From an optimization exercise on the open Yosys and OpenROAD flow, aimed at small area, a short achievable clock period and few clock cycles per item; shortcuts taken in it are not production practice. RTL that was checked went through simulation tests only; none was proved equivalent to the original. Power is estimated from default activity; no workload was simulated.

job 9498:
==> flow/design.v <==
module tone_divisor_search (
    input  wire        clk,
    input  wire        rst,       
    input  wire        start,
    input  wire [31:0] hz,        
    output wire        ready,
    output reg         done,
    output wire [7:0]  div,       
    output wire [15:0] cmp,       
    output wire [33:0] err        
);
    localparam [25:0] N = 26'd42000000;
    localparam [1:0] P_DIV = 2'd0, P_RND = 2'd1, P_NEG = 2'd2, P_SHF = 2'd3;
    reg        busy;
    reg        uq;        
    reg        cq;        
    reg        tq;        
    reg        nq;        
    reg [1:0]  ph;
    reg        bigq;      
    reg [4:0]  cnt;       
    reg        nb;        
    reg [31:0] hzr;
    reg [33:0] R;         
    reg [15:0] X;         
    reg [1:0]  K;         
    assign ready = ~busy;
    assign div   = {K == 2'd3, 1'b0, K == 2'd2, 1'b0, K == 2'd1, 1'b0, K == 2'd0, 1'b0};
    assign cmp   = X;
    assign err   = {R[33:1], 1'b0};
    wire acc = start & ~busy;
    wire t10 = |hz[31:10];
    wire t12 = |hz[31:12];
    wire t13 = |hz[31:13];
    wire t14 = |hz[31:14];
    wire t15 = |hz[31:15];
    wire t18 = |hz[31:18];
    wire s8  = t18;
    wire s11 = t15 & ~t18;
    wire s12 = t14 & ~t15;
    wire s13 = t13 & ~t14;
    wire s14 = t12 & ~t13;
    wire s16 = t10 & ~t12;
    wire s22 = ~t10;
    wire [26:0] r_in = ({27{s8}}  & (N >> 8))  | ({27{s11}} & (N >> 11)) |
                       ({27{s12}} & (N >> 12)) | ({27{s13}} & (N >> 13)) |
                       ({27{s14}} & (N >> 14)) | ({27{s16}} & (N >> 16)) |
                       ({27{s22}} & (N >> 22));
    wire [4:0]  c_in = ({5{s8}}  & 5'd7)  | ({5{s11}} & 5'd10) | ({5{s12}} & 5'd11) |
                       ({5{s13}} & 5'd12) | ({5{s14}} & 5'd13) | ({5{s16}} & 5'd15) |
                       ({5{s22}} & 5'd21);    
    wire        n_in = |({s8, s11, s12, s13, s14, s16, s22} &
                         {N[7], N[10], N[11], N[12], N[13], N[15], N[21]});
    wire ge641 = (hzr >= 32'd641);
    wire ge161 = (hzr >= 32'd161);
    wire ge41  = (hzr >= 32'd41);
    wire [1:0] k   = {~ge161, (~ge641 & ge161) | ~ge41};
    wire       lo25 = (hzr[31:25] == 7'd0);
    wire [6:0] hm1  = hzr[31:25] - 7'd1;
    wire        tiny   = (hzr[31:4] == 28'd0) && (hzr[3:0] <= 4'd10);
    wire [3:0]  t_hi   = 4'd10 - hzr[3:0];
    wire [9:0]  t_lo   = 10'd890 + {6'd0, hzr[3:0]};
    wire [26:0] r_tiny = {t_hi, 6'd0, t_lo, 7'd0};
    wire        dv    = busy & (ph == P_DIV);
    wire        rn    = busy & (ph == P_RND);
    wire        ng    = busy & (ph == P_NEG);
    wire        sh    = busy & (ph == P_SHF);
    wire        x0    = (X == 16'd0);
    wire        bstop = dv & (cnt == 5'd1) & x0 & ~cy;    
    wire [25:0] A     = uq ? {1'b0, R[24:0]} : {R[24:0], nb};
    wire [26:0] S2    = {1'b0, A[24:0], 1'b1} + {1'b0, ~hzr[24:0], cq};
    wire [24:0] S     = S2[25:1];
    wire        c25   = S2[26];
    wire        cy    = (c25 | A[25]) & lo25 & ~tiny;   
    wire        take  = nq | (tq & cy);
    wire        tdv   = dv & tiny;
    wire [24:0] r_lo  = take ? (S ^ {25{nq}}) : acc ? r_in[24:0] :
                        tdv ? r_tiny[24:0] : A[24:0];
    wire [6:0]  hi7   = c25 ? hm1 : hzr[31:25];
    wire [8:0]  r_hi  = (sh | (rn & ~cy)) ? R[32:24] :
                        ng ? {2'b0, hi7 & {7{bigq}}} :
                        tdv ? {7'd0, r_tiny[26:25]} :
                        busy ? 9'd0 : acc ? {7'd0, r_in[26:25]} : R[33:25];
    wire [15:0] x_inc = X + 16'd1;
    wire        x_up  = (rn & cy) | (ng & bigq);
    wire last = (cnt == {2'd0, k, 1'b0});
    wire [1:0] ph_nx = {busy & (ph[1] | ph[0] | bstop),
                        busy & ((dv & last) | (rn & ~cy) | ng | sh)};
    wire fin = tdv | (rn & ~cy & (k == 2'd0)) | (ng & (k == 2'd0) & ~bigq) |
               (sh & (cnt == 5'd0));
    wire busy_nx = ~rst & (busy ? ~fin : acc);
    wire done_nx = ~rst & busy & fin;
    wire bigq_nx = busy & (bigq | bstop);
    always @(posedge clk) begin
        busy <= busy_nx;
        done <= done_nx;
        uq   <= ~busy_nx | (ph_nx == P_NEG);
        cq   <= busy_nx & ((ph_nx == P_DIV) | ((ph_nx == P_NEG) & ~bigq_nx));
        tq   <= busy_nx & ((ph_nx == P_DIV) | (ph_nx == P_RND));
        nq   <= busy_nx & (ph_nx == P_NEG);
    end
    always @(posedge clk) begin
        ph <= ph_nx;
        if (!busy) begin
            hzr  <= hz;
            cnt  <= c_in;
            nb   <= n_in;
        end else begin
            K <= k;
            nb <= dv & ~last & N[cnt - 5'd1];
            if (bstop)
                cnt <= 5'd1;
            else if (dv || sh)
                cnt <= cnt - 5'd1;
        end
        bigq <= bigq_nx;
        R <= {r_hi, r_lo};
        if (acc)
            X <= 16'd0;
        else if (tdv)
            X <= 16'hFFFF;
        else if (dv)
            X <= {X[14:0], cy | (cnt == 5'd1 && x0)};
        else if (x_up)
            X <= x_inc;
    end
endmodule
==> flow/config.mk <==
export PLATFORM = sky130hd
export DESIGN_NAME = tone_divisor_search
export DESIGN_NICKNAME = tone_divisor_search
export VERILOG_FILES = /design/flow/design.v
export SDC_FILE = /design/flow/constraint.sdc
export NUM_CORES = 4
export LEC_CHECK = 0
export CAP_MARGIN = 20
export CORE_MARGIN = 2
export CORE_UTILIZATION = 40
export PLACE_DENSITY = 0.6
export SLEW_MARGIN = 20
==> flow/constraint.sdc <==
create_clock -name core_clock -period 10.0 [get_ports {clk}]
set_input_delay 2.0000 -clock core_clock [delete_from_list [all_inputs] [get_ports {clk}]]
set_output_delay 2.0000 -clock core_clock [all_outputs]
set_load 0.01 [all_outputs]
standard.sh (not shown) runs the stock make flow with config.mk's settings and CLKGATE_MAP_FILE= SYNTH_SCRIPT=/design/flow/synth_recipe.tcl, a recipe that flattens the netlist after the stock synthesis.
==> flow/flow/run.sh <==
#!/bin/bash
# Standard ORFS layout (the standard.sh), with a larger setup-slack
# target for timing repair and buf_2 cells as the port buffers.
set -euo pipefail
export SETUP_SLACK_MARGIN=6.0
export BUFFER_PORTS_ARGS="-buffer_cell sky130_fd_sc_hd__buf_2"
bash standard.sh > standard.log 2>&1
Testbench counts of job 9498, summed over its fixed seeds: cycles 19,890, items 1,280.
[inputs] job 6565 vs job 9498
--- a/flow/design.v
+++ b/flow/design.v
@@ -11,13 +11,10 @@
 );
     localparam [25:0] N = 26'd42000000;
     localparam [1:0] P_DIV = 2'd0, P_RND = 2'd1, P_NEG = 2'd2, P_SHF = 2'd3;
     reg        busy;
     reg        uq;        
-    reg        cq;        
-    reg        tq;        
-    reg        nq;        
     reg [1:0]  ph;
     reg        bigq;      
     reg [4:0]  cnt;       
     reg        nb;        
     reg [31:0] hzr;
@@ -54,31 +51,32 @@
     wire ge641 = (hzr >= 32'd641);
     wire ge161 = (hzr >= 32'd161);
     wire ge41  = (hzr >= 32'd41);
     wire [1:0] k   = {~ge161, (~ge641 & ge161) | ~ge41};
     wire       lo25 = (hzr[31:25] == 7'd0);
-    wire [6:0] hm1  = hzr[31:25] - 7'd1;
     wire        tiny   = (hzr[31:4] == 28'd0) && (hzr[3:0] <= 4'd10);
     wire [3:0]  t_hi   = 4'd10 - hzr[3:0];
     wire [9:0]  t_lo   = 10'd890 + {6'd0, hzr[3:0]};
     wire [26:0] r_tiny = {t_hi, 6'd0, t_lo, 7'd0};
     wire        dv    = busy & (ph == P_DIV);
     wire        rn    = busy & (ph == P_RND);
     wire        ng    = busy & (ph == P_NEG);
     wire        sh    = busy & (ph == P_SHF);
     wire        x0    = (X == 16'd0);
     wire        bstop = dv & (cnt == 5'd1) & x0 & ~cy;    
-    wire [25:0] A     = uq ? {1'b0, R[24:0]} : {R[24:0], nb};
-    wire [26:0] S2    = {1'b0, A[24:0], 1'b1} + {1'b0, ~hzr[24:0], cq};
+    wire        unsh  = uq;              
+    wire [25:0] A     = unsh ? {1'b0, R[24:0]} : {R[24:0], dv & nb};
+    wire        cin   = dv | (ng & ~bigq);
+    wire [26:0] S2    = {1'b0, A[24:0], 1'b1} + {1'b0, ~hzr[24:0], cin};
     wire [24:0] S     = S2[25:1];
     wire        c25   = S2[26];
-    wire        cy    = (c25 | A[25]) & lo25 & ~tiny;   
-    wire        take  = nq | (tq & cy);
+    wire        cy    = (c25 | A[25]) & lo25;        
+    wire        take  = ng | (((dv & ~tiny) | rn) & cy);
     wire        tdv   = dv & tiny;
-    wire [24:0] r_lo  = take ? (S ^ {25{nq}}) : acc ? r_in[24:0] :
+    wire [24:0] r_lo  = take ? (S ^ {25{ng}}) : acc ? r_in[24:0] :
                         tdv ? r_tiny[24:0] : A[24:0];
-    wire [6:0]  hi7   = c25 ? hm1 : hzr[31:25];
+    wire [6:0]  hi7   = hzr[31:25] - {6'd0, c25};
     wire [8:0]  r_hi  = (sh | (rn & ~cy)) ? R[32:24] :
                         ng ? {2'b0, hi7 & {7{bigq}}} :
                         tdv ? {7'd0, r_tiny[26:25]} :
                         busy ? 9'd0 : acc ? {7'd0, r_in[26:25]} : R[33:25];
     wire [15:0] x_inc = X + 16'd1;
@@ -88,34 +86,32 @@
                         busy & ((dv & last) | (rn & ~cy) | ng | sh)};
     wire fin = tdv | (rn & ~cy & (k == 2'd0)) | (ng & (k == 2'd0) & ~bigq) |
                (sh & (cnt == 5'd0));
     wire busy_nx = ~rst & (busy ? ~fin : acc);
     wire done_nx = ~rst & busy & fin;
-    wire bigq_nx = busy & (bigq | bstop);
     always @(posedge clk) begin
         busy <= busy_nx;
         done <= done_nx;
         uq   <= ~busy_nx | (ph_nx == P_NEG);
-        cq   <= busy_nx & ((ph_nx == P_DIV) | ((ph_nx == P_NEG) & ~bigq_nx));
-        tq   <= busy_nx & ((ph_nx == P_DIV) | (ph_nx == P_RND));
-        nq   <= busy_nx & (ph_nx == P_NEG);
     end
     always @(posedge clk) begin
         ph <= ph_nx;
         if (!busy) begin
             hzr  <= hz;
             cnt  <= c_in;
             nb   <= n_in;
+            bigq <= 1'b0;
         end else begin
             K <= k;
-            nb <= dv & ~last & N[cnt - 5'd1];
-            if (bstop)
-                cnt <= 5'd1;
-            else if (dv || sh)
+            if (bstop) begin
+                bigq <= 1'b1;
+                cnt  <= 5'd1;
+            end else if (dv || sh) begin
                 cnt <= cnt - 5'd1;
+                nb  <= N[cnt - 5'd1];
+            end
         end
-        bigq <= bigq_nx;
         R <= {r_hi, r_lo};
         if (acc)
             X <= 16'd0;
         else if (tdv)
             X <= 16'hFFFF;
[summary]
Area after synthesis is higher on job 9498. Period utilization, job 6565 and job 9498, higher one = job 6565. Design area ends up lower on job 9498. The met3 routing resource usage after global routing reported for job 6565 is smaller than that of job 9498 by 0.60 points. Max multiplexer share of the synthesized area across job 6565 and job 9498: job 9498. Job 6565 ended up with a higher area growth from synthesis to layout than job 9498 did. Start point of the critical path = uq: job 9498; start point of the critical path = busy: job 6565. [diff] clock power, job 6565 relative to job 9498: improvement. Sequential share of layout area was lower in the run labelled job 6565. Cmp job 6565 vs job 9498: arrival time at the worst endpoint lower in job 6565. Changes observed in job 6565 relative to job 9498: number of combinational gates with multiple inputs now sits lower; via count of the first global-routing pass lost about 1.9%; routed metal-1 wire length climbed about 2.6%; post-CTS setup buffer count climbed 11.
The RTL of job 6565 was laid out without a check of its function.

* * *

04-11:
Another version of the RTL of tone_divisor_search (not shown whole).
Size: ~800 cells after synthesis, ~92 flip-flops, about 6800 µm² of cells after synthesis.
==> module tone_divisor_search, before the edit <==
module tone_divisor_search (
    input  wire        clk,
    input  wire        rst,       
    input  wire        start,
    input  wire [31:0] hz,        
    output wire        ready,
    output reg         done,
    output wire [7:0]  div,       
    output wire [15:0] cmp,       
    output wire [33:0] err        
);
    localparam [25:0] N = 26'd42000000;
    localparam [1:0] P_DIV = 2'd0, P_RND = 2'd1, P_NEG = 2'd2, P_SHF = 2'd3;
    reg        busy;
    reg        uq;        
    reg        cq;        
    reg        tq;        
    reg        nq;        
    reg [1:0]  ph;
    reg        bigq;      
    reg [4:0]  cnt;       
    reg        nb;        
    reg [31:0] hzr;
    reg [26:0] R;         
    reg [15:0] X;         
    reg [1:0]  K;         
    assign ready = ~busy;
    assign div   = {K == 2'd3, 1'b0, K == 2'd2, 1'b0, K == 2'd1, 1'b0, K == 2'd0, 1'b0};
    assign cmp   = X;
    assign err   = {hzr[31:25], R[26:1], 1'b0};
    wire acc = start & ~busy;
    wire t10 = |hz[31:10];
    wire t12 = |hz[31:12];
    wire t13 = |hz[31:13];
    wire t14 = |hz[31:14];
    wire t15 = |hz[31:15];
    wire t18 = |hz[31:18];
    wire s8  = t18;
    wire s11 = t15 & ~t18;
    wire s12 = t14 & ~t15;
    wire s13 = t13 & ~t14;
    wire s14 = t12 & ~t13;
    wire s16 = t10 & ~t12;
    wire s22 = ~t10;
    wire [26:0] r_in = ({27{s8}}  & (N >> 8))  | ({27{s11}} & (N >> 11)) |
                       ({27{s12}} & (N >> 12)) | ({27{s13}} & (N >> 13)) |
                       ({27{s14}} & (N >> 14)) | ({27{s16}} & (N >> 16)) |
                       ({27{s22}} & (N >> 22));
    wire [4:0]  c_in = ({5{s8}}  & 5'd7)  | ({5{s11}} & 5'd10) | ({5{s12}} & 5'd11) |
                       ({5{s13}} & 5'd12) | ({5{s14}} & 5'd13) | ({5{s16}} & 5'd15) |
                       ({5{s22}} & 5'd21);    
    wire        n_in = |({s8, s11, s12, s13, s14, s16, s22} &
                         {N[7], N[10], N[11], N[12], N[13], N[15], N[21]});
    wire ge641 = (hzr >= 32'd641);
    wire ge161 = (hzr >= 32'd161);
    wire ge41  = (hzr >= 32'd41);
    wire [1:0] k   = {~ge161, (~ge641 & ge161) | ~ge41};
    wire       lo25 = (hzr[31:25] == 7'd0);
    wire        tiny   = (hzr[31:4] == 28'd0) && (hzr[3:0] <= 4'd10);
    wire [3:0]  t_hi   = 4'd10 - hzr[3:0];
    wire [9:0]  t_lo   = 10'd890 + {6'd0, hzr[3:0]};
    wire [26:0] r_tiny = {t_hi, 6'd0, t_lo, 7'd0};
    wire        dv    = busy & (ph == P_DIV);
    wire        rn    = busy & (ph == P_RND);
    wire        ng    = busy & (ph == P_NEG);
    wire        sh    = busy & (ph == P_SHF);
    wire        x0    = (X == 16'd0);
    wire        bstop = dv & (cnt == 5'd1) & x0 & ~cy;    
    wire [25:0] A     = uq ? {1'b0, R[24:0]} : {R[24:0], nb};
    wire [26:0] S2    = {1'b0, A[24:0], 1'b1} + {1'b0, ~hzr[24:0], cq};
    wire [24:0] S     = S2[25:1];
    wire        c25   = S2[26];
    wire        cy    = (c25 | A[25]) & lo25 & ~tiny;   
    wire        take  = nq | (tq & cy);
    wire        tdv   = dv & tiny;
    wire [24:0] r_lo  = take ? (S ^ {25{nq}}) : acc ? r_in[24:0] :
                        tdv ? r_tiny[24:0] : A[24:0];
    wire [1:0]  r_hi  = (sh | (rn & ~cy)) ? R[25:24] :
                        tdv ? r_tiny[26:25] :
                        busy ? 2'd0 : acc ? r_in[26:25] : R[26:25];
    wire [15:0] x_inc = X + 16'd1;
    wire        x_up  = (rn & cy) | (ng & bigq);
    wire last = (cnt == {2'd0, k, 1'b0});
    wire [1:0] ph_nx = {busy & (ph[1] | ph[0] | bstop),
                        busy & ((dv & last) | (rn & ~cy) | ng | sh)};
    wire fin = tdv | (rn & ~cy & (k == 2'd0)) | (ng & (k == 2'd0) & ~bigq) |
               (sh & (cnt == 5'd0));
    wire busy_nx = ~rst & (busy ? ~fin : acc);
    wire done_nx = ~rst & busy & fin;
    wire bigq_nx = busy & (bigq | bstop);
    always @(posedge clk) begin
        busy <= busy_nx;
        done <= done_nx;
        uq   <= ~busy_nx | (ph_nx == P_NEG);
        cq   <= busy_nx & ((ph_nx == P_DIV) | ((ph_nx == P_NEG) & ~bigq_nx));
        tq   <= busy_nx & ((ph_nx == P_DIV) | (ph_nx == P_RND));
        nq   <= busy_nx & (ph_nx == P_NEG);
    end
    always @(posedge clk) begin
        ph <= ph_nx;
        if (!busy) begin
            cnt  <= c_in;
            nb   <= n_in;
        end else begin
            if (dv)
                K <= k;
            nb <= dv & ~last & N[cnt - 5'd1];
            if (bstop)
                cnt <= 5'd1;
            else if (dv || sh)
                cnt <= cnt - 5'd1;
        end
        bigq <= bigq_nx;
        R <= {r_hi, r_lo};
        if (acc)
            hzr <= hz;
        else if (ng && bigq && c25)      
            hzr[31:25] <= hzr[31:25] - 7'd1;
        if (acc)
            X <= 16'd0;
        else if (tdv)
            X <= 16'hFFFF;
        else if (dv)
            X <= {X[14:0], cy | (cnt == 5'd1 && x0)};
        else if (x_up)
            X <= x_inc;
    end
endmodule
export LEC_CHECK = 0
export CAP_MARGIN = 20
export CORE_MARGIN = 2
export CORE_UTILIZATION = 40
export PLACE_DENSITY = 0.6
export SLEW_MARGIN = 20
export TNS_END_PERCENT = 0
create_clock -name core_clock -period 10.0 [get_ports {clk}]
==> flow/flow/run.sh <==
#!/bin/bash
# Standard ORFS layout (the standard.sh), with a larger setup-slack
# target for timing repair and buf_2 cells as the port buffers.
set -euo pipefail
export SETUP_SLACK_MARGIN=6.5
export BUFFER_PORTS_ARGS="-buffer_cell sky130_fd_sc_hd__buf_2"
bash standard.sh > standard.log 2>&1
Testbench counts of 04-11, summed over its fixed seeds: cycles 19,890, items 1,280.
Edits applied to the flow inputs when going from 04-11 to 06-03:
diff --git a/flow/design.v b/flow/design.v
--- a/flow/design.v
+++ b/flow/design.v
@@ -55,8 +55,9 @@
     wire ge161 = (hzr >= 32'd161);
     wire ge41  = (hzr >= 32'd41);
     wire [1:0] k   = {~ge161, (~ge641 & ge161) | ~ge41};
     wire       lo25 = (hzr[31:25] == 7'd0);
+    wire [6:0] hm1  = hzr[31:25] - 7'd1;
     wire        tiny   = (hzr[31:4] == 28'd0) && (hzr[3:0] <= 4'd10);
     wire [3:0]  t_hi   = 4'd10 - hzr[3:0];
     wire [9:0]  t_lo   = 10'd890 + {6'd0, hzr[3:0]};
     wire [26:0] r_tiny = {t_hi, 6'd0, t_lo, 7'd0};
@@ -74,8 +75,9 @@
     wire        take  = nq | (tq & cy);
     wire        tdv   = dv & tiny;
     wire [24:0] r_lo  = take ? (S ^ {25{nq}}) : acc ? r_in[24:0] :
                         tdv ? r_tiny[24:0] : A[24:0];
+    wire [6:0]  hi7   = c25 ? hm1 : hzr[31:25];
     wire [1:0]  r_hi  = (sh | (rn & ~cy)) ? R[25:24] :
                         tdv ? r_tiny[26:25] :
                         busy ? 2'd0 : acc ? r_in[26:25] : R[26:25];
     wire [15:0] x_inc = X + 16'd1;
@@ -113,10 +115,10 @@
         bigq <= bigq_nx;
         R <= {r_hi, r_lo};
         if (acc)
             hzr <= hz;
-        else if (ng && bigq && c25)      
-            hzr[31:25] <= hzr[31:25] - 7'd1;
+        else if (ng && bigq)
+            hzr[31:25] <= hi7;
         if (acc)
             X <= 16'd0;
         else if (tdv)
             X <= 16'hFFFF;
- Sort 06-03 and 04-11 by number of multi-input logic gates desc -> top: 06-03
- Cell count delta for 06-03 relative to 04-11: 2.3% higher
- 04-11 → 06-03: overall power of the completed layout went up about 2%, clock buffer instance count of the final layout went down by 2, worst vdd rail ir drop -about 0.43%, areal power density over the cells held steady.
- Standby leakage power: 06-03 vs 04-11 up 1.1%
- When 06-03 is set beside 04-11, its fraction of the mapped netlist area in compound gates turns out to be 0.78 points larger.
- 06-03: power of the sequential group about 0.8% below 04-11
- 04-11 has a lower clock share of power than 06-03.
Testbench counts of 06-03, summed over its fixed seeds: cycles 19,890, items 1,280.

## what the ideal ports hide
In the flow no input, the clock included, has a driving cell. The finished layouts below were timed again as built, in two steps.
Step 1 assumes that a clkbuf_16 drives the clock port and a buf_2 every other input.
Step 2 also shifts input and output timing later by t, the mid clock arrival at the registers, as if the neighbouring blocks saw the same clock.
Three values: no drivers, after step 1, after step 2; two values: the first two.
run | shift t [ns] | setup WS [ns] | worst setup path at the end | cell pins on the clock port's net
job 9498 | 0.405 | 6.157 / 6.157 / 5.915 | input to register | 1
job 6565 | 0.402 | 6.084 / 6.084 / 5.929 | input to register | 1
04-11 | 0.395 | 6.493 / 6.493 / 6.165 | input to register | 1
06-03 | 0.392 | 6.582 / 6.582 / 6.239 | input to register | 1
After both steps every run listed still meets setup and hold. The setup slack of 06-03, which loses most, moves by 0.000 ns with the drivers and by -0.343 ns with both steps.
